This design comes from an exercise in tuning for small area, a short achievable clock period and few clock cycles on the open sky130 flow, not from production work. No functional check of the RTL was part of any run shown here. Power figures rest on the tool's default switching activity, not on a simulated workload.

File: flow/flow/run.sh
#!/bin/bash
# Layout flow: the standard ORFS flow (standard.sh), with two changes:
#  - the port buffers inserted during placement use the smallest buffer cell;
#  - synthesis leaves adders to ABC instead of extracting half/full adder
#    cells (ADDER_MAP_FILE empty), so carry chains are mapped as logic.
# The synthesis script and its register names are the standard ones.
set -euo pipefail
export BUFFER_PORTS_ARGS="-buffer_cell sky130_fd_sc_hd__buf_1"
export ADDER_MAP_FILE=
bash standard.sh > standard_flow.log 2>&1
File: flow/standard.sh
#!/bin/bash
# synth_recipe.tcl (not shown) runs the flow's synth.tcl, then flattens the netlist and writes it again
# the make line also repeats each setting of config.mk as NAME=value (left out here)
make -C /OpenROAD-flow-scripts/flow DESIGN_CONFIG=/design/flow/config.mk WORK_HOME=/design/flow/orfs CLKGATE_MAP_FILE= SYNTH_SCRIPT=/design/flow/synth_recipe.tcl "${@:-finish}"
File: flow/config.mk
export PLATFORM = sky130hd
export DESIGN_NAME = rawc_seq
export DESIGN_NICKNAME = rawc_seq
export VERILOG_FILES = /design/flow/design.v
export SDC_FILE = /design/flow/constraint.sdc
export NUM_CORES = 4
export LEC_CHECK = 0
export CAP_MARGIN = 20
export CORE_MARGIN = 2
export CORE_UTILIZATION = 40
export SETUP_SLACK_MARGIN = 1.5
export SLEW_MARGIN = 20
File: flow/constraint.sdc
create_clock -name core_clock -period 5.0 [get_ports {clk}]
set_input_delay 1.0000 -clock core_clock [delete_from_list [all_inputs] [get_ports {clk}]]
set_output_delay 1.0000 -clock core_clock [all_outputs]
set_load 0.01 [all_outputs]
File: flow/design.v
module rawc_seq (
    input  wire        clk,
    input  wire        rst,         
    input  wire        cmd_valid,
    output wire        cmd_ready,
    input  wire [31:0] cmd_word,
    input  wire        wr_valid,
    output wire        wr_ready,
    input  wire [7:0]  wr_byte,
    output wire        rd_valid,
    output wire [7:0]  rd_byte,
    output wire        rsp_valid,
    input  wire        rsp_ready,
    output wire [31:0] rsp_word,
    output wire        p_valid,
    input  wire        p_ready,
    output wire [3:0]  p_kind,
    output wire [5:0]  p_reg,
    output wire        p_word,
    output wire [15:0] p_wdata,
    input  wire [31:0] p_rdata
);
    localparam [3:0] K_RD    = 4'd1;    
    localparam [3:0] K_WR    = 4'd2;    
    localparam [3:0] K_ARD   = 4'd3;    
    localparam [3:0] K_ARDB  = 4'd4;    
    localparam [3:0] K_AWR   = 4'd5;    
    localparam [3:0] K_AWRB  = 4'd6;    
    localparam [3:0] K_EDIS  = 4'd7;    
    localparam [3:0] K_EEN   = 4'd8;    
    localparam [3:0] K_TMR   = 4'd9;    
    localparam [3:0] K_DLY   = 4'd10;   
    localparam [3:0] K_DIAG  = 4'd11;   
    localparam [3:0] OP_INIT     = 4'h1;
    localparam [3:0] OP_ALLOC_M  = 4'h2;
    localparam [3:0] OP_ALLOC_D  = 4'h3;
    localparam [3:0] OP_DEALL_M  = 4'h4;
    localparam [3:0] OP_DEALL_D  = 4'h5;
    localparam [3:0] OP_MOUNT_RX = 4'h6;
    localparam [3:0] OP_SEND_M   = 4'h7;
    localparam [3:0] OP_SET_IDX  = 4'h8;
    localparam [3:0] OP_GET_IDX  = 4'h9;
    localparam [3:0] OP_READ_B   = 4'hA;
    localparam [3:0] OP_WRITE_B  = 4'hB;
    localparam [3:0] OP_GET_ST   = 4'hC;
    localparam [3:0] OP_SET_ST   = 4'hD;
    localparam [3:0] OP_MOVE     = 4'hE;
    localparam [3:0] OP_RDCSR    = 4'hF;
    localparam [6:0] S_IDLE   = {3'd0, 4'd0};
    localparam [6:0] S_RSP    = {3'd1, 4'd0};
    localparam [6:0] S_RDINT  = {3'd0, K_RD};     
    localparam [6:0] S_RDBC   = {3'd1, K_RD};     
    localparam [6:0] S_FIFO   = {3'd2, K_RD};     
    localparam [6:0] S_STAT   = {3'd3, K_RD};     
    localparam [6:0] S_GIDX   = {3'd4, K_RD};     
    localparam [6:0] S_PRE    = {3'd0, K_WR};     
    localparam [6:0] S_CTL    = {3'd1, K_WR};     
    localparam [6:0] S_CLR2   = {3'd2, K_WR};     
    localparam [6:0] S_CLR1   = {3'd3, K_WR};     
    localparam [6:0] S_SIDX   = {3'd4, K_WR};     
    localparam [6:0] S_ARD    = {3'd0, K_ARD};
    localparam [6:0] S_ARDB   = {3'd0, K_ARDB};
    localparam [6:0] S_AWR    = {3'd0, K_AWR};
    localparam [6:0] S_AWRB   = {3'd0, K_AWRB};
    localparam [6:0] S_EDIS   = {3'd0, K_EDIS};   
    localparam [6:0] S_EREST  = {3'd1, K_EDIS};   
    localparam [6:0] S_EEN    = {3'd0, K_EEN};
    localparam [6:0] S_T0     = {3'd0, K_TMR};    
    localparam [6:0] S_TMR    = {3'd1, K_TMR};    
    localparam [6:0] S_DLY    = {3'd0, K_DLY};
    localparam [6:0] S_DGI    = {3'd1, K_DIAG};   
    localparam [6:0] S_DGX    = {3'd2, K_DIAG};   
    localparam [6:0] S_DGM    = {3'd3, K_DIAG};   
    localparam [6:0] S_DGZ    = {3'd4, K_DIAG};   
    reg [6:0]  st;
    reg        pv;            
    reg        rq;            
    reg [3:0]  op;
    reg        ill;           
    reg [15:0] imm;
    reg [2:0]  w;             
    reg [2:0]  mp;            
    reg        md;            
    reg        second;        
    reg [5:0]  oob;
    reg [1:0]  mnt;           
    reg [3:0]  diags;
    reg        prior;         
    reg [31:0] t0;
    function [5:0] reg_of;
        input [2:0] ww;
        input [2:0] which;    
        begin
            case (ww)
                3'd0:    reg_of = 6'd0  + {3'd0, which};
                3'd1:    reg_of = 6'd5  + {3'd0, which};
                3'd2:    reg_of = 6'd10 + {3'd0, which};
                3'd3:    reg_of = 6'd15 + {3'd0, which};
                3'd4:    reg_of = 6'd20 + {3'd0, which};
                default: reg_of = 6'd25 + {3'd0, which};
            endcase
        end
    endfunction
    function ge12;
        input [11:0] a;
        input [11:0] b;
        integer i;
        reg gt, eq;
        begin
            gt = 1'b0;
            eq = 1'b1;
            for (i = 11; i >= 0; i = i - 1) begin
                gt = gt | (eq & a[i] & ~b[i]);
                eq = eq & ~(a[i] ^ b[i]);
            end
            ge12 = gt | eq;
        end
    endfunction
    function [15:0] dec16;
        input [15:0] a;
        integer i;
        reg borrow;
        begin
            borrow = 1'b1;
            for (i = 0; i < 16; i = i + 1) begin
                dec16[i] = a[i] ^ borrow;
                borrow   = borrow & ~a[i];
            end
        end
    endfunction
    function [7:0] mask1;
        input [2:0] ww;
        begin
            case (ww)
                3'd0:    mask1 = 8'h02;
                3'd1:    mask1 = 8'h04;
                default: mask1 = 8'h01;
            endcase
        end
    endfunction
    function [15:0] mask2;
        input [2:0] ww;
        begin
            case (ww)
                3'd2:    mask2 = 16'h0010;
                3'd3:    mask2 = 16'h0020;
                3'd4:    mask2 = 16'h0004;
                default: mask2 = 16'h0008;
            endcase
        end
    endfunction
    function legal;
        input [31:0] x;
        reg [3:0] o;
        reg [2:0] xw;
        reg [2:0] xp;
        begin
            o  = x[31:28];
            xw = x[26:24];
            xp = x[22:20];
            case (o)
                OP_INIT, OP_DEALL_M, OP_DEALL_D:
                    legal = (x[27:0] == 28'd0);
                OP_ALLOC_M, OP_ALLOC_D, OP_SEND_M:
                    legal = (x[27:16] == 12'd0) && (x[15:12] == 4'd0);
                OP_RDCSR:
                    legal = (x[27:16] == 12'd0) && (x[15:1] == 15'd0);
                OP_MOUNT_RX, OP_GET_IDX:
                    legal = !x[27] && (x[23:0] == 24'd0) && !(xw[2] && xw[1]);
                OP_GET_ST:
                    legal = !x[27] && (x[23:0] == 24'd0) && (xw[2:1] == 2'd0);
                OP_SET_IDX, OP_READ_B, OP_WRITE_B:
                    legal = !x[27] && (x[23:16] == 8'd0) && !(xw[2] && xw[1]);
                OP_SET_ST:
                    legal = !x[27] && (x[23:1] == 23'd0) && (xw[2:1] == 2'd0);
                OP_MOVE:
                    legal = !x[23] && (x[19:12] == 8'd0) && !(xw[2] && xw[1]) && !(xp[2] && xp[1:0] != 2'd0);
                default:
                    legal = 1'b0;
            endcase
        end
    endfunction
    wire [3:0] kind = st[3:0];
    wire       hs   = pv && p_ready;
    assign p_valid = pv;
    assign p_kind  = kind;
    assign rd_valid = hs && (st == S_ARDB);
    assign rd_byte  = p_rdata[7:0];
    reg [5:0]  o_reg;
    reg        o_word;
    reg [15:0] o_wdata;
    always @(*) begin
        o_reg   = reg_of(w, 3'd4);
        o_word  = 1'b1;
        o_wdata = imm;
        case (st)
            S_RDINT: begin o_reg = 6'd30; o_word = 1'b0; end
            S_RDBC:  o_reg = reg_of(w, 3'd3);
            S_FIFO:  o_reg = (op == OP_ALLOC_M) ? 6'd32 : 6'd33;
            S_STAT:  o_reg = reg_of(w, 3'd1);
            S_GIDX:  o_reg = reg_of(w, 3'd0);
            S_PRE: begin
                if (w[2:1] == 2'd0) begin
                    o_reg = 6'd30; o_word = 1'b0; o_wdata = {8'd0, mask1(w)};
                end else begin
                    o_reg = 6'd31; o_wdata = mask2(w);
                end
            end
            S_CTL: begin
                o_reg   = reg_of(w, 3'd2);
                o_wdata = {md, mp, second ? 12'd0 : imm[11:0]};
            end
            S_CLR2:  begin o_reg = 6'd31; o_wdata = 16'h003C; end
            S_CLR1:  begin o_reg = 6'd30; o_word = 1'b0; o_wdata = {8'd0, mask1(w)}; end
            S_SIDX:  o_reg = reg_of(w, 3'd0);
            S_AWRB:  o_wdata = {8'd0, t0[23:16]};
            S_DGI:   o_reg = {3'd1, w};
            S_DGX: begin o_reg = {3'd2, w}; o_wdata = {15'd0, op == OP_WRITE_B}; end
            S_DGM: begin o_reg = {3'd3, w}; o_wdata = 16'd0; end
            S_DGZ: begin o_reg = {3'd4, w}; o_wdata = 16'd0; end
            default: ;
        endcase
    end
    assign p_reg   = o_reg;
    assign p_word  = o_word;
    assign p_wdata = o_wdata;
    assign rsp_valid = rq;
    assign rsp_word  = {ill, 11'd0, diags, ill ? 16'd0 : t0[15:0]};
    wire [15:0] rd16    = p_rdata[15:0];
    wire        rd_nz   = (rd16 != 16'd0);
    wire        rd0     = p_rdata[0];
    wire [5:0]  dlo    = {1'b0, p_rdata[4:0]} - {1'b0, t0[4:0]};
    wire        blo    = dlo[5];
    wire [26:0] th     = p_rdata[31:5];
    wire [26:0] t0h    = t0[31:5];
    wire [26:0] xeq    = ~(th ^ t0h);                   
    reg  [26:0] c1;
    integer ci;
    always @(*) begin
        c1[0] = !xeq[0];
        for (ci = 1; ci < 27; ci = ci + 1)
            c1[ci] = t0h[ci-1] ? (xeq[ci] == th[ci-1]) : xeq[ci];
    end
    wire        hi_eq0 = &xeq;
    wire        hi_eq1 = &c1;
    wire        lt5    = (dlo[4:3] == 2'd0) && !(dlo[2] && dlo[1:0] != 2'd0);
    wire        lt20   = !dlo[4] || (dlo[3:2] == 2'd0);
    wire        is_si  = (op == OP_SET_IDX);
    wire        lo_lt  = is_si ? lt5 : lt20;
    wire        tmo    = !((blo ? hi_eq1 : hi_eq0) && lo_lt);
    wire        hit     = (w == 3'd0) ? p_rdata[1] : (w == 3'd1) ? p_rdata[2] : p_rdata[0];
    wire        fifo_ok = (rd16[15:12] != 4'd0) || ge12(rd16[11:0], imm[11:0]);    
    wire        go_mv   = fifo_ok || (op == OP_ALLOC_M && rd_nz);
    wire        last_b  = (imm == 16'd1);
    wire        zlen    = (imm == 16'd0);
    reg [6:0] nA, nB;
    reg       dsel_hit, dsel_tmo, dsel_nz, dsel_go, dsel_rd0;
    always @(*) begin
        nA = S_RSP;
        nB = S_RSP;
        dsel_hit = 1'b0;
        dsel_tmo = 1'b0;
        dsel_nz  = 1'b0;
        dsel_go  = 1'b0;
        dsel_rd0 = 1'b0;
        case (st)
            S_EDIS:  begin nA = S_PRE; nB = S_PRE; end
            S_PRE:   begin nA = S_CTL; nB = S_CTL; end
            S_CTL:   begin nA = S_EEN; nB = S_EEN; end
            S_EEN:   begin nA = S_T0;  nB = S_T0;  end
            S_T0:    begin nA = is_si ? S_STAT : S_RDINT; nB = nA; end
            S_RDINT: begin
                dsel_hit = 1'b1;
                nA = (w[2:1] != 2'd0) ? S_CLR2 : S_CLR1;
                nB = S_TMR;
            end
            S_CLR2:  begin nA = S_CLR1; nB = S_CLR1; end
            S_CLR1,
            S_DGM:   begin nA = prior ? S_RDBC : S_EREST; nB = nA; end
            S_TMR: begin
                dsel_tmo = 1'b1;
                nA = is_si ? S_DGI : S_DGM;
                nB = is_si ? S_STAT : S_DLY;
            end
            S_DLY:   begin nA = S_RDINT; nB = S_RDINT; end
            S_EREST: begin nA = S_RDBC;  nB = S_RDBC;  end
            S_RDBC: begin
                if (op == OP_INIT && !second) begin
                    nA = S_EDIS; nB = S_EDIS;
                end else if (op == OP_MOUNT_RX) begin
                    dsel_nz = 1'b1;
                    nA = S_RSP; nB = S_DGZ;
                end
            end
            S_FIFO:  begin dsel_go = 1'b1; nA = S_EDIS; nB = S_RSP; end
            S_STAT:  begin dsel_rd0 = 1'b1; nA = S_TMR; nB = S_RSP; end
            S_SIDX:  begin nA = S_T0; nB = S_T0; end
            S_DGX:   begin nA = (op == OP_WRITE_B) ? S_AWR : S_ARD; nB = nA; end
            S_ARD,
            S_ARDB:  begin nA = zlen || last_b && st == S_ARDB ? S_RSP : S_ARDB; nB = nA; end
            S_AWR,
            S_AWRB:  begin nA = zlen || last_b && st == S_AWRB ? S_RSP : S_AWRB; nB = nA; end
            default: ;
        endcase
    end
    wire d = (dsel_hit && hit) || (dsel_tmo && tmo) || (dsel_nz && rd_nz) ||
             (dsel_go && go_mv) || (dsel_rd0 && rd0);
    wire rqA = (nA == S_RSP);
    wire rqB = (nB == S_RSP);
    wire pvA = !rqA && !(nA == S_AWRB && !wr_valid);
    wire pvB = !rqB && !(nB == S_AWRB && !wr_valid);
    wire want_b = (st == S_AWR && !zlen) || (st == S_AWRB && !last_b);
    assign wr_ready = (hs && want_b) || (st == S_AWRB && !pv);
    wire take_b = wr_ready && wr_valid;
    assign cmd_ready = (kind == 4'd0);
    wire acc = cmd_valid && cmd_ready;
    wire [3:0] c_op = cmd_word[31:28];
    wire [2:0] c_w  = cmd_word[26:24];
    wire       c_ok = legal(cmd_word);
    reg [6:0] st_acc;
    reg       pv_acc;
    always @(*) begin
        pv_acc = 1'b1;
        st_acc = S_RSP;
        case (c_op)
            OP_INIT, OP_DEALL_M, OP_DEALL_D, OP_MOUNT_RX,
            OP_SEND_M, OP_MOVE:       st_acc = S_EDIS;
            OP_ALLOC_M, OP_ALLOC_D:   st_acc = S_FIFO;
            OP_SET_IDX:               st_acc = S_SIDX;
            OP_GET_IDX:               st_acc = S_GIDX;
            OP_READ_B:                st_acc = oob[c_w] ? S_DGX : S_ARD;
            OP_WRITE_B:               st_acc = oob[c_w] ? S_DGX : S_AWR;
            default:                  pv_acc = 1'b0;    
        endcase
        if (!c_ok) begin
            st_acc = S_RSP;
            pv_acc = 1'b0;
        end
    end
    reg [6:0] st_o;
    reg       pv_o, rq_o;
    always @(*) begin
        st_o = st;
        pv_o = pv;
        rq_o = rq;
        if (rq && rsp_ready) begin
            rq_o = 1'b0;
            st_o = S_IDLE;
        end
        if (st == S_AWRB && !pv && wr_valid) pv_o = 1'b1;
        if (acc) begin
            st_o = st_acc;
            pv_o = pv_acc;
            rq_o = !pv_acc;
        end
    end
    always @(posedge clk) begin
        if (rst) begin
            st <= S_IDLE;
            pv <= 1'b0;
            rq <= 1'b0;
        end else if (hs) begin
            st <= d ? nA  : nB;
            pv <= d ? pvA : pvB;
            rq <= d ? rqA : rqB;
        end else begin
            st <= st_o;
            pv <= pv_o;
            rq <= rq_o;
        end
    end
    always @(posedge clk) begin
        if (rst) begin
            oob <= 6'd0;
            mnt <= 2'd0;
        end else begin
            if (take_b) t0[23:16] <= wr_byte;
            if (hs) begin
                case (st)
                    S_EDIS:  prior <= rd0;
                    S_T0:    t0 <= p_rdata;
                    S_DGI:   begin
                        oob[w]   <= 1'b1;
                        diags[0] <= 1'b1;
                        t0[15:0] <= 16'd0;
                    end
                    S_DGX:   diags[1] <= 1'b1;
                    S_DGM:   diags[2] <= 1'b1;
                    S_DGZ:   begin
                        diags[3] <= 1'b1;
                        t0[15:0] <= 16'd0;
                    end
                    S_RDBC: begin
                        case (op)
                            OP_INIT: begin
                                second <= 1'b1;
                                w      <= 3'd4;
                                md     <= 1'b1;
                                t0[15:0] <= 16'd0;
                            end
                            OP_ALLOC_M: begin
                                t0[15:0] <= {15'd0, rd_nz && !second};
                                if (rd_nz && !second) oob[3] <= 1'b0;
                            end
                            OP_ALLOC_D: begin
                                t0[15:0] <= {15'd0, rd_nz};
                                if (rd_nz) begin
                                    oob[1] <= 1'b0;
                                    mnt[1] <= 1'b1;
                                end
                            end
                            OP_MOUNT_RX,
                            OP_MOVE: t0[15:0] <= rd16;
                            default: t0[15:0] <= 16'd0;
                        endcase
                    end
                    S_FIFO: begin
                        t0[15:0] <= 16'd0;
                        if (!fifo_ok) begin
                            second <= 1'b1;
                            w      <= 3'd2;
                            md     <= 1'b0;
                        end
                    end
                    S_STAT: begin
                        if (!rd0) begin
                            oob[w]   <= 1'b0;
                            t0[15:0] <= 16'd0;
                        end
                    end
                    S_GIDX:  t0[15:0] <= rd16;
                    S_ARDB,
                    S_AWRB:  imm <= dec16(imm);
                    default: ;
                endcase
            end
            if (acc) begin
                op     <= c_op;
                ill    <= !c_ok;
                imm    <= cmd_word[15:0];
                diags  <= 4'd0;
                second <= 1'b0;
                w      <= c_w;
                mp     <= cmd_word[22:20];
                md     <= cmd_word[27];
                case (c_op)
                    OP_INIT:     begin w <= 3'd1; mp <= 3'd3; md <= 1'b0; end
                    OP_ALLOC_M:  begin w <= 3'd3; mp <= 3'd1; md <= 1'b1; end
                    OP_ALLOC_D:  begin w <= 3'd1; mp <= 3'd2; md <= 1'b1; end
                    OP_DEALL_M:  begin w <= 3'd2; mp <= 3'd1; md <= 1'b0; end
                    OP_DEALL_D:  begin w <= 3'd0; mp <= 3'd2; md <= 1'b0; end
                    OP_MOUNT_RX: begin mp <= 3'd0; md <= 1'b1; end
                    OP_SEND_M:   begin w <= 3'd3; mp <= 3'd0; md <= 1'b0; end
                    default: ;
                endcase
                case (c_op)
                    OP_GET_ST: t0[15:0] <= {15'd0, mnt[c_w[0]]};
                    OP_SET_ST: t0[15:0] <= 16'd0;
                    OP_RDCSR:  t0[15:0] <= cmd_word[0] ? {14'd0, mnt} : {10'd0, oob};
                    default:   t0[15:0] <= cmd_word[15:0];
                endcase
                if (c_ok) begin
                    case (c_op)
                        OP_INIT:     mnt <= 2'b00;
                        OP_DEALL_D:  mnt[0] <= 1'b0;
                        OP_MOUNT_RX: if (c_w == 3'd0) mnt[0] <= 1'b1;
                        OP_SET_ST:   mnt[c_w[0]] <= cmd_word[0];
                        default: ;
                    endcase
                end
            end
        end
    end
endmodule
==> results.py, run 1 <==
metrics = {
    "floorplanning": {
        "die_w_um": 142.4,
        "start_util_pct": 40.79,
        "dieArea_sq_mm": 0.02026,
        "die_height_um": 142.4,
        "pin_count": 150,
        "core_area_sq_mm": 0.01877,
        "row_count": 50,
    },
    "drt": {
        "viasPerCell": 6.304,
        "ant_nets": 0,
        "postRouteWirelength_um": 30030,
        "vias": 8466,
        "wire_per_inst_um": 22.36,
        "drt_pass1_iterations": 6,
        "initialDrtViolationCount": 1072,
        "drc": 0,
    },
    "synthesis": {
        "netlist.area_leader.share_pct": 25.89,
        "synth-edff-count": 66,
        "synthFlopType": "edfxtp_1",
        "synthTopCellsByArea": "edfxtp_1 26%, nor2_1 5.0%, xnor2_1 5.0%",
        "yosys.area.top_type": "edfxtp_1",
        "syn_area_sq_mm": 0.007656,
        "syn_avg_cell_area_sq_um": 7.869,
        "async_flop_share_pct": 0,
        "synth_seq_area_share_pct": 30.33,
        "netlist_instances": 973,
        "ys_seq_elements": 83,
        "yosysWarningCount": 1,
        "synth_cell_types": 80,
    },
    "placed_design": {
        "globalplace.congestion": 0.9473,
        "dp_cells": 1295,
        "port_buffers": 138,
        "pre_cts_ws_ns": 0.9582,
        "dp_hpwl_um": 22080,
    },
    "critical_path": {
        "worstReg2RegEnd": "t0[14]",
        "path_max_fanout": 7,
        "r2r_cells": 8,
        "ff2ff_setup_slack_ns": 1.82,
        "criticalPathCategory": "flop to primary output",
        "required_ns": 4.00,
        "cp_top_family": "simple AND/OR/NAND/NOR gates",
        "reg2reg_from": "st[0]",
        "critPathLaunchType": "flop",
        "slowest_delay_ns": 0.46,
        "crit_slowest_cell": "or3_4",
        "endpoint_kind": "primary output",
        "arrival_ns": 2.47,
        "cp.buffers_inverters": 1,
        "path_cells": "nand2b_2 > or3_4 > o211ai_1 > nand2_2 > nor2_1 > o2111ai_1 > o21ai_1 > o311ai_0 > buf_1",
    },
    "global_routing": {
        "grt_pass1_vias": 7414,
        "grt_pass1_wl_um": 43930,
        "antenna_found_initial": 0,
        "grt-ovfl-total": 0,
        "grtUsageTotal_pct": 28.29,
        "grt_max_degree": 33,
    },
    "power": {
        "max-vdd-ir-drop_uv": 152.2,
        "p_leak_nw": 3.078,
        "powerDensity_mw_per_mm2": 207.0,
    },
    "clocking": {
        "cts.htree.levels": 3,
        "hold_buffers": 0,
        "clk_pin_slew_ns": 0.07,
        "insertion_delay_ns": 0.36,
        "cts_buffers": 9,
        "cts_root_buffer": "clkbuf_16",
        "cts_tree": "built",
        "cts.sinks": 83,
        "clockBufferDepth": 2,
    },
    "timing": {
        "maxSlewViolCount": 0,
        "max_slew_margin_pct": 37.06,
        "period_minus_slack_ns": 3.471,
        "min_period_over_period_pct": 69.42,
        "final_hold_viol_count": 0,
        "clock-skew-final_ns": 0.009336,
        "setup_viol": 0,
        "fmax_mhz": 288.1,
        "setup_tns_ns": 0,
        "rsz0062_at_grt": "yes",
        "worst_slew_pin_slew_ns": 0.9442,
        "fin_ws_ns": 1.529,
    },
    "final_layout": {
        "fillers": 1911,
        "final_common_cell": "buf_1",
        "final_util_pct": 48.15,
        "layout.nets": 1182,
        "drive_gt1_share_pct": 12.35,
        "final_cell_count_no_fill": 1343,
        "antennaDiodeCount": 0,
        "multi_input_area_sq_mm": 0.005075,
        "ff_latch_area_sq_mm": 0.002346,
        "syn_to_final_growth_pct": 18.04,
        "mostFrequentLayoutCells": "133 x buf_1, 99 x nor2_1, 98 x nand2_1",
    },
    "run": {
        "cap_violations": 0,
    },
    "worst_hold_path": {
        "hold_path_depth": 2,
        "min_path_type": "flop to flop",
    },
    "run_status": {
        "outcome": "finished clean",
    },
}
==> report_power, final <==
group	internal [W]	switching, W	total (W)	leakage [nW]
logic	0.000141	0.000243	0.000384	2.18
clock network	0.000344	0.000328	0.000672	0.130
registers	0.000774	0.0000403	0.000814	0.771
total	0.00126	0.000611	0.00187	3.08
==> registers in the layout (all words and copies together), names as in the netlist, 2 cells and up, named ones only <==
| register | count |
|---|---|
| diags | 4 |
| imm | 16 |
| mnt | 2 |
| mp | 3 |
| oob | 2 |
| op | 4 |
| st | 7 |
| t0 | 32 |
| w | 3 |
==> layer usage <==
metal  track usage, %  up-vias  wire, um  part of all wire (%)
met5                0        -         0                     0
met3            4.542       66      2658                   8.9
met2            41.83      517     13130                    44
met4            9.901        0       915                   3.0
li1                 -     3858         -                     -
met1            41.72     4025     13330                    44
==> layout make-up <==
type	count	share of cell area, %
multi-input combinational	793	56.15
sequential	83	25.96
timing repair buffer	192	10.41
tap	234	3.240
clock buffer	9	2.492
inverter	25	1.080
clock inverter	7	0.6645
==> Yosys cell counts (all sizes together), types with 5 or more instances <==
master / number
or3: 6
a21oi: 54
buf: 34
nor4b: 6
a221o: 6
and2: 13
a31oi: 16
nand4: 11
clkbuf: 50
a2111oi: 7
o22ai: 8
nor4: 21
a221oi: 9
nor2: 104
nand3: 29
o2111ai: 6
xor2: 8
a211oi: 10
nand2b: 32
o211ai: 13
xnor2: 44
inv: 23
nand2: 100
mux2i: 18
a21o: 7
nand4b: 5
a22o: 16
maj3: 5
o21ai: 63
and3: 6
o221ai: 5
dfxtp: 17
nor2b: 45
nor3: 29
edfxtp: 66
a22oi: 7
==> through the flow <==
step	hold slack, ns	power (W)	instance area [sq um]
CTS	0.5438	0.001859	8681
global placement	0.5397	0.001191	8275
floorplan	0.4677	0.001059	7694
detailed placement	0.5356	0.001193	8275
finish	0.5498	0.001870	9037
global route	0.5506	0.001941	9037
==> timing repair <==
item | CTS | global route
endpoints found under the setup margin | 51 | 44
gates resized for setup | 29 | 46
buffers inserted | 5 | 25
cloned | 0 | 2
pin swaps | 0 | 5
==> worst min-delay path: cells and delay by family (launching register included) <==
| kind | cells | cell delay (ns) |
|---|---|---|
| flip-flops | 1 | 0.34 |
| AND/OR/NAND/NOR | 1 | 0.11 |
| AO/OA/AOI/OAI | 1 | 0.05 |
==> cell families after synthesis <==
group                    share of synthesized area [%]
buffers and inverters                            6.651
AND/OR/NAND/NOR                                  29.14
XOR/XNOR                                         5.949
adder cells (fa/ha/maj)                         0.6537
AO/OA/AOI/OAI                                    24.14
flip-flops                                       30.33
multiplexers                                     3.089
other                                          0.04898
==> worst max-delay path by stage <==
stage / startpoint / depth (start not counted) / to
detailed placement: p_rdata[12] / 10 / st[6]
global placement: st[1] / 7 / p_wdata[2]
CTS: w[2] / 7 / p_wdata[2]
finish: st[0] / 9 / p_reg[0]
global route: st[0] / 11 / p_reg[2]
floorplan: st[6] / 8 / p_wdata[2]
==> run 2: changes to the inputs <==
--- a/flow/config.mk
+++ b/flow/config.mk
@@ -10,3 +10,3 @@
 export CORE_UTILIZATION = 40
-export SETUP_SLACK_MARGIN = 1.5
+export SETUP_SLACK_MARGIN = 1.75
 export SLEW_MARGIN = 20
==> results.py, run 2 <==
metrics = {
    "run_status": {
        "outcome": "finished clean",
    },
    "critical_path": {
        "cp.buffers_inverters": 2,
        "arrival_ns": 2.39,
        "criticalPathCategory": "flop to primary output",
        "path_cells": "buf_4 > or3_4 > o211ai_1 > nand2_2 > nor2_2 > o2111ai_1 > o21ai_1 > o311ai_2 > buf_2",
        "path_max_fanout": 9,
        "crit_slowest_cell": "or3_4",
        "critPathLaunchType": "flop",
        "cp_top_family": "simple AND/OR/NAND/NOR gates",
        "endpoint_kind": "primary output",
        "slowest_delay_ns": 0.46,
        "required_ns": 4.00,
    },
    "synthesis": {
        "syn_avg_cell_area_sq_um": 7.869,
        "yosysWarningCount": 1,
        "yosysMostFrequentCell": "nor2_1",
        "async_flop_share_pct": 0,
        "synth_cell_types": 80,
        "netlist_instances": 973,
        "syn_area_sq_mm": 0.007656,
        "synth_seq_area_share_pct": 30.33,
        "synthTopCellsByArea": "edfxtp_1 26%, nor2_1 5.0%, xnor2_1 5.0%",
        "synthTopCellsByCount": "103 x nor2_1, 100 x nand2_1, 66 x edfxtp_1",
        "synth-edff-count": 66,
        "ys_seq_elements": 83,
        "netlist.area_leader.share_pct": 25.89,
        "synthFlopType": "edfxtp_1",
        "yosys.area.top_type": "edfxtp_1",
    },
    "placed_design": {
        "globalplace.congestion": 1.004,
        "dp_hpwl_um": 22240,
        "port_buffers": 138,
    },
    "clocking": {
        "clk_pin_slew_ns": 0.07,
        "cts.sinks": 83,
        "cts_tree": "built",
        "insertion_delay_ns": 0.36,
        "cts_root_buffer": "clkbuf_16",
        "hold_buffers": 0,
        "clockBufferDepth": 2,
        "cts.htree.levels": 3,
        "cts_buffers": 9,
    },
    "timing": {
        "final_hold_viol_count": 0,
        "rsz0062_at_grt": "yes",
        "maxSlewViolCount": 0,
        "period_minus_slack_ns": 3.391,
        "max_slew_margin_pct": 44.68,
        "min_period_over_period_pct": 67.82,
        "setup_tns_ns": 0,
        "clock-skew-final_ns": 0.01495,
        "setup_viol": 0,
        "fmax_mhz": 294.9,
        "worst_slew_pin_slew_ns": 0.8268,
    },
    "power": {
        "max-vdd-ir-drop_uv": 192.5,
        "internal_power_w": 0.001315,
        "p_comb_share_pct": 21.3,
        "power_frac_seq_pct": 42.2,
        "switching_power_w": 0.0006082,
        "p_clk_share_pct": 36.5,
        "p_leak_nw": 3.337,
        "p_sw_share_pct": 31.63,
        "finalPower_w": 0.001923,
        "powerDensity_mw_per_mm2": 200.6,
    },
    "floorplanning": {
        "row_count": 50,
        "dieArea_sq_mm": 0.02026,
        "pin_count": 150,
        "die_height_um": 142.4,
        "start_util_pct": 40.79,
        "die_w_um": 142.4,
        "core_area_sq_mm": 0.01877,
    },
    "global_routing": {
        "grt-ovfl-total": 0,
        "grt_pass1_vias": 7776,
        "antenna_found_initial": 0,
        "grt_max_degree": 36,
        "grtUsageTotal_pct": 29.74,
        "grt_pass1_wl_um": 46050,
    },
    "drt": {
        "drc": 0,
        "initialDrtViolationCount": 1106,
        "wire_per_inst_um": 22.99,
        "vias": 8667,
        "drt_pass1_iterations": 5,
        "ant_nets": 0,
        "postRouteWirelength_um": 31340,
        "viasPerCell": 6.359,
    },
    "final_layout": {
        "antennaDiodeCount": 0,
        "drive_gt1_share_pct": 18.07,
        "layout.nets": 1202,
        "syn_to_final_growth_pct": 25.20,
        "final_common_cell": "buf_1",
        "largest_reg_flops": 32,
        "top_register": "t0",
        "reg_top3": "t0: 32 flops, imm: 16 flops, st: 7 flops",
        "mostFrequentLayoutCells": "113 x buf_1, 99 x nand2_1, 90 x nor2_1",
    },
    "run": {
        "cap_violations": 0,
    },
    "worst_hold_path": {
        "min_path_type": "flop to flop",
    },
}
run 2: cell counts after synthesis:
No cell type changed its count.
run 2: power groups by stage:
stage / logic (W) / clock network [W] / registers, W
global placement: 0.000359 / 0 / 0.000833
CTS: 0.000384 / 0.000699 / 0.000810
detailed placement: 0.000358 / 0 / 0.000833
floorplan: 0.000249 / 0 / 0.000810
global route: 0.000443 / 0.000724 / 0.000815
finish: 0.000410 / 0.000701 / 0.000812
run 2: cell families (layout without fill, tap and decap cells):
kind of cell	count (synthesis)	in the layout	share of synthesized area (%)
AOI/OAI and AO/OA	269	270	24.14
buffers and inverters	109	254	6.651
DFF	83	83	30.33
and+or+nand+nor	432	432	29.14
adders and majority gates	5	5	0.6537
xor gates and xnor gates	52	52	5.949
muxes	22	22	3.089
other	1	11	0.04898
run 2: worst paths after layout:
| kind | startpoint | end | slack [ns] | depth (start not counted) |
|---|---|---|---|---|
| worst min-delay path | mnt[0] | mnt[0] | 0.55 | 2 |
| worst max-delay path | st[3] | p_reg[0] | 1.61 | 9 |
| worst min register to register | mnt[0] | mnt[0] | 0.55 | 2 |
| worst max register to register | st[1] | rq | 1.97 | 12 |
run 2: timing repair:
| item | 4_1_cts | 5_1_grt |
|---|---|---|
| setup buffers | 37 | 15 |
| gates cloned | 3 | 0 |
| endpoints found under the setup margin | 40 | 55 |
| pin swaps | 21 | 29 |
| gates resized for setup | 98 | 56 |
run 2: layout make-up:
class	instances	area, sq um
Clock buffer	10	229.0
Clock inverter	6	63.81
Fill cell	1827	9183
Inverter	25	93.84
Multi-Input combinational cell	792	5330
Sequential cell	83	2349
Tap cell	234	292.8
Timing Repair Buffer	213	1227
run 2: worst register-to-register path: stages, from the launching register on:
cell and delay, ns:
dfxtp_4 0.35, buf_12 0.14, or4b_4 0.57, buf_4 0.18, nor4_2 0.48, a22oi_2 0.18, nand4_1 0.20, o31a_1 0.20
o31ai_4 0.10, buf_4 0.15, nand3_1 0.09, nand3_1 0.09, a32o_1 0.21
run 2: through the flow:
step,cells,instance area [sq um],setup slack [ns],utilization (%),hold slack [ns]
2_1_floorplan,983,7699,1.784,-,0.4677
3_3_place_gp,1292,8258,0.9949,44.00,0.5337
3_5_place_dp,1292,8258,0.9912,44.00,0.5350
4_1_cts,1348,9255,1.671,49.31,0.5413
5_1_grt,1363,9585,1.507,51.07,0.5770
6_report,1363,9585,1.609,51.07,0.5456
run 2: per-layer routing:
metal | track usage (%) | part of all wire (%)
met1 | 43.55 | 43
met2 | 44.57 | 43
met3 | 4.071 | 9.7
met4 | 11.05 | 3.8
met5 | 0 | 0
==> run 3: changes to the inputs <==
--- a/flow/design.v
+++ b/flow/design.v
@@ -50,15 +50,15 @@
     localparam [6:0] S_RSP    = {3'd1, 4'd0};
-    localparam [6:0] S_RDINT  = {3'd0, K_RD};     
-    localparam [6:0] S_RDBC   = {3'd1, K_RD};     
-    localparam [6:0] S_FIFO   = {3'd2, K_RD};     
-    localparam [6:0] S_STAT   = {3'd3, K_RD};     
-    localparam [6:0] S_GIDX   = {3'd4, K_RD};     
-    localparam [6:0] S_PRE    = {3'd0, K_WR};     
-    localparam [6:0] S_CTL    = {3'd1, K_WR};     
-    localparam [6:0] S_CLR2   = {3'd2, K_WR};     
-    localparam [6:0] S_CLR1   = {3'd3, K_WR};     
-    localparam [6:0] S_SIDX   = {3'd4, K_WR};     
-    localparam [6:0] S_ARD    = {3'd0, K_ARD};
+    localparam [6:0] S_RDINT  = {3'd6, K_RD};     
+    localparam [6:0] S_RDBC   = {3'd3, K_RD};     
+    localparam [6:0] S_FIFO   = {3'd7, K_RD};     
+    localparam [6:0] S_STAT   = {3'd1, K_RD};     
+    localparam [6:0] S_GIDX   = {3'd0, K_RD};     
+    localparam [6:0] S_PRE    = {3'd5, K_WR};     
+    localparam [6:0] S_CTL    = {3'd2, K_WR};     
+    localparam [6:0] S_CLR2   = {3'd7, K_WR};     
+    localparam [6:0] S_CLR1   = {3'd6, K_WR};     
+    localparam [6:0] S_SIDX   = {3'd0, K_WR};     
+    localparam [6:0] S_ARD    = {3'd4, K_ARD};
     localparam [6:0] S_ARDB   = {3'd0, K_ARDB};
-    localparam [6:0] S_AWR    = {3'd0, K_AWR};
+    localparam [6:0] S_AWR    = {3'd4, K_AWR};
     localparam [6:0] S_AWRB   = {3'd0, K_AWRB};
@@ -88,2 +88,3 @@
     reg        prior;         
+    reg        rz;            
     reg [31:0] t0;
@@ -188,42 +189,36 @@
     assign rd_byte  = p_rdata[7:0];
-    reg [5:0]  o_reg;
-    reg        o_word;
-    reg [15:0] o_wdata;
+    wire [2:0] sub     = st[6:4];
+    wire       is_diag = kind[3] && kind[1];               
+    wire       fixed   = sub[2] && (sub[1] || sub[0]);     
+    wire       w_lo    = (w[2:1] == 2'd0);                 
+    wire [7:0] m1      = {5'd0, w == 3'd1, w == 3'd0, w_lo ? 1'b0 : 1'b1};
+    reg  [5:0] fix_reg;
     always @(*) begin
-        o_reg   = reg_of(w, 3'd4);
-        o_word  = 1'b1;
-        o_wdata = imm;
-        case (st)
-            S_RDINT: begin o_reg = 6'd30; o_word = 1'b0; end
-            S_RDBC:  o_reg = reg_of(w, 3'd3);
-            S_FIFO:  o_reg = (op == OP_ALLOC_M) ? 6'd32 : 6'd33;
-            S_STAT:  o_reg = reg_of(w, 3'd1);
-            S_GIDX:  o_reg = reg_of(w, 3'd0);
-            S_PRE: begin
-                if (w[2:1] == 2'd0) begin
-                    o_reg = 6'd30; o_word = 1'b0; o_wdata = {8'd0, mask1(w)};
-                end else begin
-                    o_reg = 6'd31; o_wdata = mask2(w);
-                end
-            end
-            S_CTL: begin
-                o_reg   = reg_of(w, 3'd2);
-                o_wdata = {md, mp, second ? 12'd0 : imm[11:0]};
-            end
-            S_CLR2:  begin o_reg = 6'd31; o_wdata = 16'h003C; end
-            S_CLR1:  begin o_reg = 6'd30; o_word = 1'b0; o_wdata = {8'd0, mask1(w)}; end
-            S_SIDX:  o_reg = reg_of(w, 3'd0);
-            S_AWRB:  o_wdata = {8'd0, t0[23:16]};
-            S_DGI:   o_reg = {3'd1, w};
-            S_DGX: begin o_reg = {3'd2, w}; o_wdata = {15'd0, op == OP_WRITE_B}; end
-            S_DGM: begin o_reg = {3'd3, w}; o_wdata = 16'd0; end
-            S_DGZ: begin o_reg = {3'd4, w}; o_wdata = 16'd0; end
-            default: ;
+        case (sub[1:0])
+            2'd1:    fix_reg = w_lo ? 6'd30 : 6'd31;             
+            2'd2:    fix_reg = 6'd30;                            
+            default: fix_reg = kind[0] ? ((op == OP_ALLOC_M) ? 6'd32 : 6'd33) : 6'd31;   
         endcase
     end
-    assign p_reg   = o_reg;
-    assign p_word  = o_word;
-    assign p_wdata = o_wdata;
+    assign p_reg  = is_diag ? {sub, w} : fixed ? fix_reg : reg_of(w, sub);
+    assign p_word = !(fixed && (sub[1:0] == 2'd2 || (sub[1:0] == 2'd1 && w_lo)));
+    wire        use_byte = kind[2] && kind[1];         
+    wire        use_fix  = fixed && !is_diag;          
+    wire        use_ctl  = (sub == 3'd2) && !is_diag;  
+    wire        use_dz   = is_diag && (sub != 3'd1);   
+    reg  [15:0] fix_data;
+    always @(*) begin
+        case (sub[1:0])
+            2'd1:    fix_data = w_lo ? {8'd0, m1} : mask2(w);    
+            2'd2:    fix_data = {8'd0, m1};                       
+            default: fix_data = 16'h003C;                         
+        endcase
+    end
+    assign p_wdata = use_byte ? {8'd0, t0[23:16]} :
+                     use_fix  ? fix_data :
+                     use_ctl  ? {md, mp, second ? 12'd0 : imm[11:0]} :
+                     use_dz   ? {15'd0, (sub == 3'd2) && (op == OP_WRITE_B)} :
+                     imm;
     assign rsp_valid = rq;
-    assign rsp_word  = {ill, 11'd0, diags, ill ? 16'd0 : t0[15:0]};
+    assign rsp_word  = {ill, 11'd0, diags, rz ? 16'd0 : t0[15:0]};
     wire [15:0] rd16    = p_rdata[15:0];
@@ -384,3 +379,2 @@
                         diags[0] <= 1'b1;
-                        t0[15:0] <= 16'd0;
                     end
@@ -388,7 +382,10 @@
                     S_DGM:   diags[2] <= 1'b1;
-                    S_DGZ:   begin
-                        diags[3] <= 1'b1;
-                        t0[15:0] <= 16'd0;
-                    end
+                    S_DGZ:   diags[3] <= 1'b1;
                     S_RDBC: begin
+                        if (op == OP_ALLOC_M || op == OP_ALLOC_D) begin
+                            t0[15:0] <= {15'd0, rd_nz};
+                            rz       <= second;
+                        end else begin
+                            t0[15:0] <= rd16;
+                        end
                         case (op)
@@ -398,6 +395,4 @@
                                 md     <= 1'b1;
-                                t0[15:0] <= 16'd0;
                             end
                             OP_ALLOC_M: begin
-                                t0[15:0] <= {15'd0, rd_nz && !second};
                                 if (rd_nz && !second) oob[3] <= 1'b0;
@@ -405,3 +400,2 @@
                             OP_ALLOC_D: begin
-                                t0[15:0] <= {15'd0, rd_nz};
                                 if (rd_nz) begin
@@ -411,5 +405,3 @@
                             end
-                            OP_MOUNT_RX,
-                            OP_MOVE: t0[15:0] <= rd16;
-                            default: t0[15:0] <= 16'd0;
+                            default: ;
                         endcase
@@ -417,3 +409,3 @@
                     S_FIFO: begin
-                        t0[15:0] <= 16'd0;
+                        rz <= 1'b1;
                         if (!fifo_ok) begin
@@ -425,6 +417,3 @@
                     S_STAT: begin
-                        if (!rd0) begin
-                            oob[w]   <= 1'b0;
-                            t0[15:0] <= 16'd0;
-                        end
+                        if (!rd0) oob[w] <= 1'b0;
                     end
@@ -457,3 +446,2 @@
                     OP_GET_ST: t0[15:0] <= {15'd0, mnt[c_w[0]]};
-                    OP_SET_ST: t0[15:0] <= 16'd0;
                     OP_RDCSR:  t0[15:0] <= cmd_word[0] ? {14'd0, mnt} : {10'd0, oob};
@@ -461,2 +449,7 @@
                 endcase
+                case (c_op)
+                    OP_INIT, OP_DEALL_M, OP_DEALL_D, OP_SEND_M,
+                    OP_SET_IDX, OP_SET_ST: rz <= 1'b1;
+                    default:               rz <= !c_ok;
+                endcase
                 if (c_ok) begin
--- a/flow/config.mk
+++ b/flow/config.mk
@@ -9,4 +9,5 @@
 export CORE_MARGIN = 2
-export CORE_UTILIZATION = 40
-export SETUP_SLACK_MARGIN = 1.75
+export CORE_UTILIZATION = 55
+export CTS_BUF_LIST = sky130_fd_sc_hd__clkbuf_4 sky130_fd_sc_hd__clkbuf_8
+export SETUP_SLACK_MARGIN = 1.5
 export SLEW_MARGIN = 20
==> results.py, run 3 <==
metrics = {
    "run_status": {
        "outcome": "finished clean",
    },
    "final_layout": {
        "largest_reg_flops": 32,
        "final_common_cell": "buf_1",
        "drive_gt1_share_pct": 6.233,
        "ff_latch_area_sq_mm": 0.002355,
        "multi_input_area_sq_mm": 0.004981,
        "mostFrequentLayoutCells": "135 x buf_1, 99 x nor2_1, 93 x nand2_1",
        "top_register": "t0",
        "final_cell_count_no_fill": 1271,
        "syn_to_final_growth_pct": 9.556,
        "antennaDiodeCount": 0,
        "fillers": 1362,
        "layout.nets": 1164,
        "reg_top3": "t0: 32 flops, imm: 16 flops, st: 7 flops",
    },
    "drt": {
        "initialDrtViolationCount": 1042,
        "drc": 0,
        "vias": 8201,
        "wire_per_inst_um": 20.71,
        "drt_pass1_iterations": 5,
        "viasPerCell": 6.452,
        "ant_nets": 0,
        "postRouteWirelength_um": 26330,
    },
    "critical_path": {
        "cp_top_family": "simple AND/OR/NAND/NOR gates",
        "path_cells": "nor2_1 > nand2_1 > nor2_4 > a2bb2oi_1 > o32ai_1 > buf_1",
        "cp.depth": 6,
        "critPathLaunchType": "flop",
        "endpoint_kind": "primary output",
        "reg2reg_from": "imm[0]",
        "cp.buffers_inverters": 1,
        "required_ns": 4.00,
        "arrival_ns": 2.44,
        "worstSetupStartpoint": "imm[0]",
        "slowest_delay_ns": 0.57,
        "path_max_fanout": 8,
        "crit_slowest_cell": "edfxtp_1",
        "r2r_cells": 9,
        "criticalPathCategory": "flop to primary output",
    },
    "synthesis": {
        "yosysWarningCount": 1,
        "synth_seq_area_share_pct": 30.14,
        "synthTopCellsByArea": "edfxtp_1 26%, nor2_1 5.1%, a21oi_1 4.9%",
        "synthFlopType": "edfxtp_1",
        "async_flop_share_pct": 0,
        "syn_area_sq_mm": 0.007804,
        "synth_cell_types": 86,
        "ys_seq_elements": 84,
        "syn_avg_cell_area_sq_um": 7.796,
        "yosysMostFrequentCell": "nor2_1",
        "synth-edff-count": 67,
        "netlist_instances": 1001,
        "synthTopCellsByCount": "105 x nor2_1, 93 x nand2_1, 77 x a21oi_1",
        "netlist.area_leader.share_pct": 25.78,
        "yosys.area.top_type": "edfxtp_1",
    },
    "clocking": {
        "insertion_delay_ns": 0.38,
        "cts.sinks": 84,
        "clockBufferDepth": 2,
        "cts_tree": "built",
        "clk_pin_slew_ns": 0.10,
        "cts_buffers": 9,
        "cts_root_buffer": "clkbuf_8",
        "cts.htree.levels": 3,
    },
    "timing": {
        "fmax_mhz": 290.4,
        "setup_viol": 0,
        "maxSlewViolCount": 0,
        "fin_ws_ns": 1.556,
        "clock-skew-final_ns": 0.01550,
        "worst_slew_pin_slew_ns": 0.8717,
        "setup_tns_ns": 0,
        "period_minus_slack_ns": 3.444,
        "final_hold_viol_count": 0,
        "min_period_over_period_pct": 68.88,
        "max_slew_margin_pct": 41.54,
        "rsz0062_at_grt": "yes",
    },
    "global_routing": {
        "grtUsageTotal_pct": 34.81,
        "grt_pass1_vias": 7156,
        "antenna_found_initial": 0,
        "grt-ovfl-total": 0,
        "grt_max_degree": 40,
        "grt_pass1_wl_um": 40020,
    },
    "floorplanning": {
        "core_area_sq_mm": 0.01388,
        "die_w_um": 123.1,
        "start_util_pct": 56.22,
        "row_count": 43,
        "die_height_um": 123.1,
        "pin_count": 150,
        "dieArea_sq_mm": 0.01516,
    },
    "power": {
        "p_leak_nw": 2.955,
        "max-vdd-ir-drop_uv": 175.0,
        "powerDensity_mw_per_mm2": 206.1,
    },
    "placed_design": {
        "port_buffers": 138,
        "dp_cells": 1251,
        "globalplace.congestion": 1.011,
        "pre_cts_ws_ns": 1.170,
        "dp_hpwl_um": 19920,
    },
    "worst_hold_path": {
        "worstHoldStart": "rq",
        "hold_path_depth": 2,
        "min_path_type": "flop to flop",
    },
    "run": {
        "cap_violations": 0,
    },
}
-- run 3: changes by cell type in the layout (fill, tap and decap cells not counted), moves of 11 or more --
cell,change
buf_1,+22
buf_2,-12
a21oi_1,+26
buf_4,-47
xnor2_1,-11
clkbuf_2,-11
-- run 3: area by class of cell --
cell class	count	share of cell area, %
multi-input combinational	806	58.26
sequential	84	27.54
tap	180	2.634
clock buffer	10	1.537
inverter	29	1.273
clock inverter	6	1.010
timing repair buffer	156	7.742
-- run 3: stage by stage --
step	utilization, %	power (W)	hold slack, ns	area (sq um)
5_1_grt	61.59	0.001827	0.5427	8549
3_5_place_dp	59.42	0.001201	0.4726	8248
3_3_place_gp	59.42	0.001199	0.4840	8248
6_report	61.59	0.001762	0.4929	8549
4_1_cts	61.21	0.001753	0.4965	8497
2_1_floorplan	-	0.001083	0.4563	7841
-- run 3: logic make-up after synthesis --
family          Yosys count  synth area share [%]
simple gates            441                 29.77
fa+ha+maj                 7                0.9460
compound gates          276                 23.52
flops                    84                 30.14
mux                      22                 3.014
other cells               1               0.04805
buf+inv                 121                 7.054
xor+xnor                 49                 5.499
-- run 3: metal layers --
layer | global-route usage, % | routed length [um] | share of wire, % | vias up
met4 | 11.29 | 607 | 2.3 | 0
met5 | 0 | 0 | 0 | -
met3 | 5.581 | 2989 | 11 | 49
met2 | 50.55 | 11270 | 43 | 509
li1 | - | - | - | 3832
met1 | 52.55 | 11460 | 44 | 3811
-- run 3: timing repair --
item | in CTS | in global routing
endpoints found under the setup margin | 8 | 20
setup buffers | 2 | 2
gates resized for setup | 6 | 12
endpoints found under the hold margin | 0 | 0
pin swaps | 1 | 0
hold buffers | 0 | 0
-- run 3: worst paths after layout --
kind	endpoint	slack, ns
setup / recovery	wr_ready	1.56
hold / removal	rq	0.49
setup reg to reg	imm[15]	1.87
hold reg to reg	rq	0.49
-- run 3: worst register-to-register path, stage by stage (launching register included) --
cell and delay, ns:
edfxtp_1 0.57, nor2_1 0.29, nand2_1 0.38, nor4_2 0.41
nand2_1 0.18, nor3_1 0.29, nand2b_1 0.15, or3_1 0.34
a21oi_1 0.16, o21ai_0 0.09
-- run 3: power by group --
group / switching [W] / leakage (nW) / total (W) / internal [W]
Combinational: 0.000234 / 2.07 / 0.000371 / 0.000137
Sequential: 0.0000382 / 0.772 / 0.000827 / 0.000789
Clock: 0.000277 / 0.110 / 0.000564 / 0.000287
Total: 0.000549 / 2.95 / 0.00176 / 0.00121
==> run 4: changes to the inputs <==
--- a/flow/design.v
+++ b/flow/design.v
@@ -314,2 +314,29 @@
     wire       c_ok = legal(cmd_word);
+    reg [5:0] oob_set, oob_clr;
+    always @(*) begin
+        oob_set = 6'd0;
+        oob_clr = 6'd0;
+        if (hs) begin
+            case (st)
+                S_DGI:  oob_set[w] = 1'b1;
+                S_STAT: oob_clr[w] = !rd0;
+                S_RDBC: begin
+                    oob_clr[3] = (op == OP_ALLOC_M) && rd_nz && !second;
+                    oob_clr[1] = (op == OP_ALLOC_D) && rd_nz;
+                end
+                default: ;
+            endcase
+        end
+    end
+    genvar gi;
+    generate
+        for (gi = 0; gi < 6; gi = gi + 1) begin : g_oob
+            always @(posedge clk) begin
+                if (rst)
+                    oob[gi] <= 1'b0;
+                else if (oob_set[gi] || oob_clr[gi])
+                    oob[gi] <= oob_set[gi];
+            end
+        end
+    endgenerate
     reg [6:0] st_acc;
@@ -368,3 +395,2 @@
         if (rst) begin
-            oob <= 6'd0;
             mnt <= 2'd0;
@@ -377,3 +403,2 @@
                     S_DGI:   begin
-                        oob[w]   <= 1'b1;
                         diags[0] <= 1'b1;
@@ -397,9 +422,5 @@
                             OP_ALLOC_M: begin
-                                if (rd_nz && !second) oob[3] <= 1'b0;
                             end
                             OP_ALLOC_D: begin
-                                if (rd_nz) begin
-                                    oob[1] <= 1'b0;
-                                    mnt[1] <= 1'b1;
-                                end
+                                if (rd_nz) mnt[1] <= 1'b1;
                             end
@@ -417,3 +438,2 @@
                     S_STAT: begin
-                        if (!rd0) oob[w] <= 1'b0;
                     end
==> results.py, run 4 <==
metrics = {
    "final_layout": {
        "syn_to_final_growth_pct": 11.78,
        "final_common_cell": "buf_1",
        "largest_reg_flops": 32,
        "top_register": "t0",
        "fillers": 1344,
        "antennaDiodeCount": 0,
        "layout.nets": 1166,
        "fin_area_sq_mm": 0.008736,
        "reg_top3": "t0: 32 flops, imm: 16 flops, st: 7 flops",
        "drive_gt1_share_pct": 7.685,
        "mostFrequentLayoutCells": "137 x buf_1, 89 x nor2_1, 76 x a21oi_1",
    },
    "synthesis": {
        "ys_seq_elements": 84,
        "yosysWarningCount": 1,
        "syn_avg_cell_area_sq_um": 7.926,
        "yosys.area.top_type": "edfxtp_1",
        "async_flop_share_pct": 0,
        "yosysMostFrequentCell": "nor2_1",
        "synth-simple-area-share_pct": 29.94,
        "synth_xor_area_share_pct": 6.388,
        "synthMuxAreaShare_pct": 2.482,
        "syn_area_sq_mm": 0.007815,
        "netlist.area_leader.share_pct": 25.74,
        "synth_fa_ha_area_share_pct": 0.3842,
        "netlist_instances": 986,
        "synth-edff-count": 67,
        "synth_top_family_by_area": "simple AND/OR/NAND/NOR gates",
        "synthFlopType": "edfxtp_1",
        "synth_cell_types": 88,
        "synth_seq_area_share_pct": 30.10,
        "synthTopCellsByCount": "90 x nor2_1, 77 x a21oi_1, 67 x edfxtp_1, 67 x nand2_1, 67 x o21ai_0",
        "synth_compound_area_share_pct": 23.86,
        "synthTopCellsByArea": "edfxtp_1 26%, xnor2_1 5.8%, nor2b_1 5.2%",
    },
    "clocking": {
        "hold_buffers": 0,
        "insertion_delay_ns": 0.38,
        "cts_root_buffer": "clkbuf_8",
        "clk_pin_slew_ns": 0.09,
        "cts.sinks": 84,
        "cts_tree": "built",
        "cts_buffers": 9,
        "clockBufferDepth": 2,
        "cts.htree.levels": 3,
    },
    "drt": {
        "ant_nets": 0,
        "wire_per_inst_um": 20.83,
        "vias": 8203,
        "postRouteWirelength_um": 26510,
        "viasPerCell": 6.444,
        "drt_pass1_iterations": 5,
        "drc": 0,
        "initialDrtViolationCount": 830,
    },
    "floorplanning": {
        "die_height_um": 123.2,
        "dieArea_sq_mm": 0.01518,
        "start_util_pct": 56.30,
        "core_area_sq_mm": 0.01388,
        "row_count": 43,
        "die_w_um": 123.2,
        "pin_count": 150,
    },
    "run_status": {
        "outcome": "finished clean",
    },
    "critical_path": {
        "cp-endpoint": "p_wdata[2]",
        "r2r_cells": 9,
        "required_ns": 4.00,
        "arrival_ns": 2.44,
        "worstSetupStartpoint": "w[0]",
        "ff2ff_setup_slack_ns": 1.76,
        "path_max_fanout": 12,
        "criticalPathCategory": "flop to primary output",
        "reg2reg_from": "st[4]",
        "endpoint_kind": "primary output",
        "worstReg2RegEnd": "rq",
        "critPathLaunchType": "flop",
    },
    "power": {
        "p_leak_nw": 2.883,
        "powerDensity_mw_per_mm2": 205.8,
        "finalPower_w": 0.001798,
        "max-vdd-ir-drop_uv": 132.5,
    },
    "placed_design": {
        "dp_hpwl_um": 20040,
        "placedInstanceArea_sq_mm": 0.008263,
        "globalplace.congestion": 0.9479,
        "port_buffers": 138,
    },
    "timing": {
        "maxSlewViolCount": 0,
        "fmax_mhz": 290.3,
        "max_slew_margin_pct": 34.35,
        "period_minus_slack_ns": 3.444,
        "setup_tns_ns": 0,
        "min_period_over_period_pct": 68.89,
        "rsz0062_at_grt": "yes",
        "clock-skew-final_ns": 0.01085,
        "worst_slew_pin_slew_ns": 0.9847,
        "final_hold_viol_count": 0,
        "setup_viol": 0,
    },
    "global_routing": {
        "grt_pass1_vias": 7104,
        "antenna_found_initial": 0,
        "grt_pass1_wl_um": 39300,
        "grtUsageTotal_pct": 34.22,
        "grt_max_degree": 35,
        "grt-ovfl-total": 0,
    },
    "worst_hold_path": {
        "min_path_type": "flop to flop",
    },
    "run": {
        "cap_violations": 0,
    },
}
-- run 4: final cells by class --
type	instances	area (sq um)	area share, %
flip-flops and latches	84	2355	26.96
clock inverters	4	56.30	0.6445
repair buffers	168	755.7	8.651
clock buffers	12	158.9	1.819
multi-input cells	802	5099	58.36
well taps	180	225.2	2.578
inverters	23	86.33	0.9883
-- run 4: cell families (layout without fill, tap and decap cells) --
| logic type | after synthesis | after routing |
|---|---|---|
| XOR/XNOR | 57 | 57 |
| buffers and inverters | 110 | 207 |
| AND/OR/NAND/NOR | 429 | 429 |
| flip-flops | 84 | 84 |
| other | 1 | 11 |
| AO/OA/AOI/OAI | 284 | 284 |
| adder cells (fa/ha/maj) | 3 | 3 |
| multiplexers | 18 | 18 |
-- run 4: worst max-delay path: stages (launching register included) --
cell and delay (ns):
edfxtp_1 0.62, or2_2 0.47, nor2_1 0.36, o21ai_0 0.13
nand4_1 0.11, a22oi_1 0.10, nor2_1 0.11, buf_1 0.16
-- run 4: power by group --
group | total [W] | switching [W] | internal [W]
Combinational | 0.000421 | 0.000264 | 0.000157
Sequential | 0.000824 | 0.0000348 | 0.000789
Clock | 0.000553 | 0.000285 | 0.000268
Total | 0.00180 | 0.000584 | 0.00121
-- run 4: worst min path at each step --
stage	start	to	slack, ns	depth (start not counted)
2_1_floorplan	oob[1]	oob[1]	0.47	2
3_3_place_gp	oob[1]	oob[1]	0.51	2
3_5_place_dp	oob[1]	oob[1]	0.51	2
4_1_cts	oob[1]	oob[1]	0.53	2
6_report	oob[1]	oob[1]	0.53	2
5_1_grt	oob[1]	oob[1]	0.56	2
-- run 4: timing repair --
action / CTS / global route
pin swaps: 1 / 3
setup buffers: 2 / 13
setup endpoints to repair: 13 / 17
gates resized for setup: 12 / 16
-- run 4: layer usage --
layer  global-route usage, %  part of all wire [%]  routed length [um]
met5                       0                     0                   0
met4                   15.84                   4.0                1068
met3                   6.780                   8.5                2264
met2                   54.64                    46               12240
met1                   44.64                    41               10940
-- run 4: metrics by stage --
step / utilization (%) / setup WS (ns) / instances / hold slack [ns]
global placement: 59.53 / 1.190 / 1242 / 0.5058
floorplan: - / 1.770 / 996 / 0.4692
detailed placement: 59.53 / 1.169 / 1242 / 0.5111
CTS: 61.57 / 1.430 / 1260 / 0.5288
global route: 62.93 / 1.476 / 1273 / 0.5610
finish: 62.93 / 1.556 / 1273 / 0.5291
==> run 5: changes to the inputs <==
--- a/flow/design.v
+++ b/flow/design.v
@@ -81,5 +81,2 @@
     reg [2:0]  w;             
-    reg [2:0]  mp;            
-    reg        md;            
-    reg        second;        
     reg [5:0]  oob;
@@ -206,3 +203,2 @@
     wire        use_fix  = fixed && !is_diag;          
-    wire        use_ctl  = (sub == 3'd2) && !is_diag;  
     wire        use_dz   = is_diag && (sub != 3'd1);   
@@ -218,3 +214,2 @@
                      use_fix  ? fix_data :
-                     use_ctl  ? {md, mp, second ? 12'd0 : imm[11:0]} :
                      use_dz   ? {15'd0, (sub == 3'd2) && (op == OP_WRITE_B)} :
@@ -223,2 +218,3 @@
     assign rsp_word  = {ill, 11'd0, diags, rz ? 16'd0 : t0[15:0]};
+    wire        second  = (op == OP_INIT && w == 3'd4) || (op == OP_ALLOC_M && w == 3'd2);
     wire [15:0] rd16    = p_rdata[15:0];
@@ -417,5 +413,4 @@
                             OP_INIT: begin
-                                second <= 1'b1;
-                                w      <= 3'd4;
-                                md     <= 1'b1;
+                                w   <= 3'd4;
+                                imm <= {1'b1, 3'd3, 12'd0};
                             end
@@ -432,5 +427,4 @@
                         if (!fifo_ok) begin
-                            second <= 1'b1;
-                            w      <= 3'd2;
-                            md     <= 1'b0;
+                            w   <= 3'd2;
+                            imm <= {1'b0, 3'd1, 12'd0};
                         end
@@ -450,14 +444,12 @@
                 diags  <= 4'd0;
-                second <= 1'b0;
                 w      <= c_w;
-                mp     <= cmd_word[22:20];
-                md     <= cmd_word[27];
                 case (c_op)
-                    OP_INIT:     begin w <= 3'd1; mp <= 3'd3; md <= 1'b0; end
-                    OP_ALLOC_M:  begin w <= 3'd3; mp <= 3'd1; md <= 1'b1; end
-                    OP_ALLOC_D:  begin w <= 3'd1; mp <= 3'd2; md <= 1'b1; end
-                    OP_DEALL_M:  begin w <= 3'd2; mp <= 3'd1; md <= 1'b0; end
-                    OP_DEALL_D:  begin w <= 3'd0; mp <= 3'd2; md <= 1'b0; end
-                    OP_MOUNT_RX: begin mp <= 3'd0; md <= 1'b1; end
-                    OP_SEND_M:   begin w <= 3'd3; mp <= 3'd0; md <= 1'b0; end
+                    OP_INIT:     begin w <= 3'd1; imm[15:12] <= {1'b0, 3'd3}; end
+                    OP_ALLOC_M:  begin w <= 3'd3; imm[15:12] <= {1'b1, 3'd1}; end
+                    OP_ALLOC_D:  begin w <= 3'd1; imm[15:12] <= {1'b1, 3'd2}; end
+                    OP_DEALL_M:  begin w <= 3'd2; imm[15:12] <= {1'b0, 3'd1}; end
+                    OP_DEALL_D:  begin w <= 3'd0; imm[15:12] <= {1'b0, 3'd2}; end
+                    OP_MOUNT_RX: imm[15:12] <= {1'b1, 3'd0};
+                    OP_SEND_M:   begin w <= 3'd3; imm[15:12] <= {1'b0, 3'd0}; end
+                    OP_MOVE:     imm[15:12] <= {cmd_word[27], cmd_word[22:20]};
                     default: ;
==> results.py, run 5 <==
metrics = {
    "placed_design": {
        "dp_hpwl_um": 20020,
        "port_buffers": 138,
        "dp_cells": 1219,
        "globalplace.congestion": 0.9652,
    },
    "synthesis": {
        "synth-edff-count": 62,
        "netlist.area_leader.share_pct": 24.09,
        "synthTopCellsByArea": "edfxtp_1 24%, xnor2_1 5.9%, dfxtp_1 4.4%",
        "synthTopCellsByCount": "82 x nor2_1, 77 x nand2_1, 62 x edfxtp_1",
        "yosys.area.top_type": "edfxtp_1",
        "ys_seq_elements": 79,
        "syn_avg_cell_area_sq_um": 7.983,
        "netlist_instances": 968,
        "yosysWarningCount": 1,
        "synth_seq_area_share_pct": 28.50,
        "syn_area_sq_mm": 0.007727,
        "async_flop_share_pct": 0,
        "yosysMostFrequentCell": "nor2_1",
        "synth_cell_types": 91,
        "synthFlopType": "edfxtp_1",
    },
    "power": {
        "powerDensity_mw_per_mm2": 212.2,
        "finalPower_w": 0.001801,
        "p_leak_nw": 2.827,
        "max-vdd-ir-drop_uv": 127.0,
    },
    "critical_path": {
        "critPathLaunchType": "flop",
        "crit_slowest_cell": "or4_4",
        "criticalPathCategory": "flop to primary output",
        "cp_top_family": "simple AND/OR/NAND/NOR gates",
        "required_ns": 4.00,
        "arrival_ns": 2.62,
        "endpoint_kind": "primary output",
        "path_cells": "or4_4 > nor4b_4 > and3_4 > nand3_4 > o2111a_2 > or2_1 > buf_2",
        "path_max_fanout": 2,
        "slowest_delay_ns": 0.58,
        "cp.buffers_inverters": 1,
    },
    "timing": {
        "period_minus_slack_ns": 3.620,
        "max_slew_margin_pct": 28.09,
        "setup_viol": 0,
        "worst_slew_pin_slew_ns": 1.075,
        "maxSlewViolCount": 0,
        "fmax_mhz": 276.2,
        "min_period_over_period_pct": 72.41,
        "rsz0062_at_grt": "yes",
        "setup_tns_ns": 0,
        "clock-skew-final_ns": 0.01976,
        "final_hold_viol_count": 0,
    },
    "final_layout": {
        "layout.nets": 1147,
        "final_cell_count_no_fill": 1254,
        "largest_reg_flops": 32,
        "antennaDiodeCount": 0,
        "final_common_cell": "buf_1",
        "syn_to_final_growth_pct": 9.796,
        "mostFrequentLayoutCells": "136 x buf_1, 81 x nor2_1, 76 x nand2_1",
        "reg_top3": "t0: 32 flops, imm: 16 flops, st: 7 flops",
        "drive_gt1_share_pct": 8.194,
        "top_register": "t0",
    },
    "floorplanning": {
        "start_util_pct": 55.89,
        "dieArea_sq_mm": 0.01501,
        "core_area_sq_mm": 0.01383,
        "row_count": 43,
        "die_w_um": 122.5,
        "pin_count": 150,
        "die_height_um": 122.5,
    },
    "worst_hold_path": {
        "min_path_type": "flop to flop",
    },
    "global_routing": {
        "grtUsageTotal_pct": 34.90,
        "busiest_layer": "met2",
        "grt_pass1_vias": 7269,
        "grt_max_degree": 38,
        "gr-usage-met3_pct": 5.251,
        "met2_usage_pct": 58.54,
        "grt_pass1_wl_um": 40070,
        "grt-ovfl-total": 0,
        "met1_usage_pct": 45.20,
        "antenna_found_initial": 0,
    },
    "clocking": {
        "cts_tree": "built",
        "hold_buffers": 0,
        "clockBufferDepth": 2,
        "cts_buffers": 9,
        "insertion_delay_ns": 0.39,
        "cts_root_buffer": "clkbuf_8",
        "cts.sinks": 79,
        "cts.htree.levels": 3,
        "clk_pin_slew_ns": 0.10,
    },
    "drt": {
        "drt_pass1_iterations": 6,
        "postRouteWirelength_um": 26830,
        "ant_nets": 0,
        "viasPerCell": 6.536,
        "drc": 0,
        "vias": 8196,
        "initialDrtViolationCount": 959,
        "wire_per_inst_um": 21.39,
    },
    "run_status": {
        "outcome": "finished clean",
    },
    "run": {
        "cap_violations": 0,
    },
}
run 5: stage by stage:
step	hold slack, ns	area, sq um	worst slack [ns]	util, %
6_report	0.5633	8484	1.380	61.36
5_1_grt	0.5935	8484	1.334	61.36
4_1_cts	0.5604	8392	1.324	60.69
3_5_place_dp	0.5461	8120	1.125	58.73
3_3_place_gp	0.5284	8120	1.255	58.73
2_1_floorplan	0.4828	7765	1.631	-
run 5: worst paths after layout:
check             cells after the start       end     from  slack, ns
hold reg to reg                       2    oob[1]   oob[1]       0.56
setup / recovery                      7  wr_ready   imm[1]       1.38
setup reg to reg                      9        pv  imm[11]       1.78
hold / removal                        2    oob[1]   oob[1]       0.56
run 5: kinds of logic after synthesis:
logic type	synth area share (%)
AND/OR/NAND/NOR	29.16
other	0.04853
multiplexers	2.655
buffers and inverters	8.193
AO/OA/AOI/OAI	23.54
adder cells (fa/ha/maj)	0.6477
XOR/XNOR	7.254
flip-flops	28.50
run 5: where the power goes:
group          internal (W)  switching (W)  leakage, nW  total (W)
sequential         0.000751      0.0000442        0.715   0.000795
combinational      0.000197       0.000339         2.02   0.000536
clock              0.000187       0.000283       0.0961   0.000470
total               0.00113       0.000667         2.83    0.00180
run 5: worst register-to-register path: stages (launching register included):
cell and delay, ns:
edfxtp_1 0.52, nor4_1 0.41, nand4_1 0.17, buf_4 0.21, o2111ai_1 0.35, nand2_1 0.19
or4b_1 0.59, o41ai_1 0.43, or3_1 0.17, nand3_1 0.07
run 5: timing repair:
| action | 4_1_cts | 5_1_grt |
|---|---|---|
| setup buffers | 10 | 9 |
| pin swaps | 6 | 5 |
| gates resized for setup | 10 | 6 |
| endpoints found under the setup margin | 18 | 18 |
run 5: layout make-up:
cell class              count  area, sq um
fillers                  1385         5343
multi-input cells         777         4974
flip-flops and latches     79         2208
repair buffers            174        795.8
well taps                 180        225.2
clock buffers               9        123.9
inverters                  28        105.1
clock inverters             7        52.55
run 5: metal layers:
layer,up-vias,part of all wire (%)
met5,-,0
met4,0,3.3
met3,64,8.5
met2,469,48
met1,3858,40
li1,3805,-

re-timing with driven ports:
How much do the figures lean on ideal ports? The routed layouts below were timed once more, with nothing changed but the port constraints. Step 1 assumes that a clkbuf_16 drives the clock port and a buf_2 every other input. Step 2 also shifts input and output timing later by t, the mid clock arrival at the registers, as if the neighbouring blocks saw the same clock. a / b / c = ideal / step 1 / step 2; a / b = the first two.
run | shift t [ns] | slack for setup (ns) | worst hold slack (ns)
run 1 | 0.402 | 1.529 / 1.481 / 1.267 | 0.550 / 0.550 / 0.550
run 2 | 0.398 | 1.609 / 1.565 / 1.370 | 0.546 / 0.546 / 0.546
run 3 | 0.413 | 1.556 / 1.515 / 1.303 | 0.493 / 0.493 / 0.493
run 4 | 0.414 | 1.556 / 1.519 / 1.282 | 0.529 / 0.529 / 0.529
run 5 | 0.422 | 1.380 / 1.341 / 1.077 | 0.563 / 0.563 / 0.563
After both steps every run listed still meets setup and hold. For run 5, which loses most, drivers alone change the setup slack by -0.039 ns; drivers and shift together by -0.303 ns.
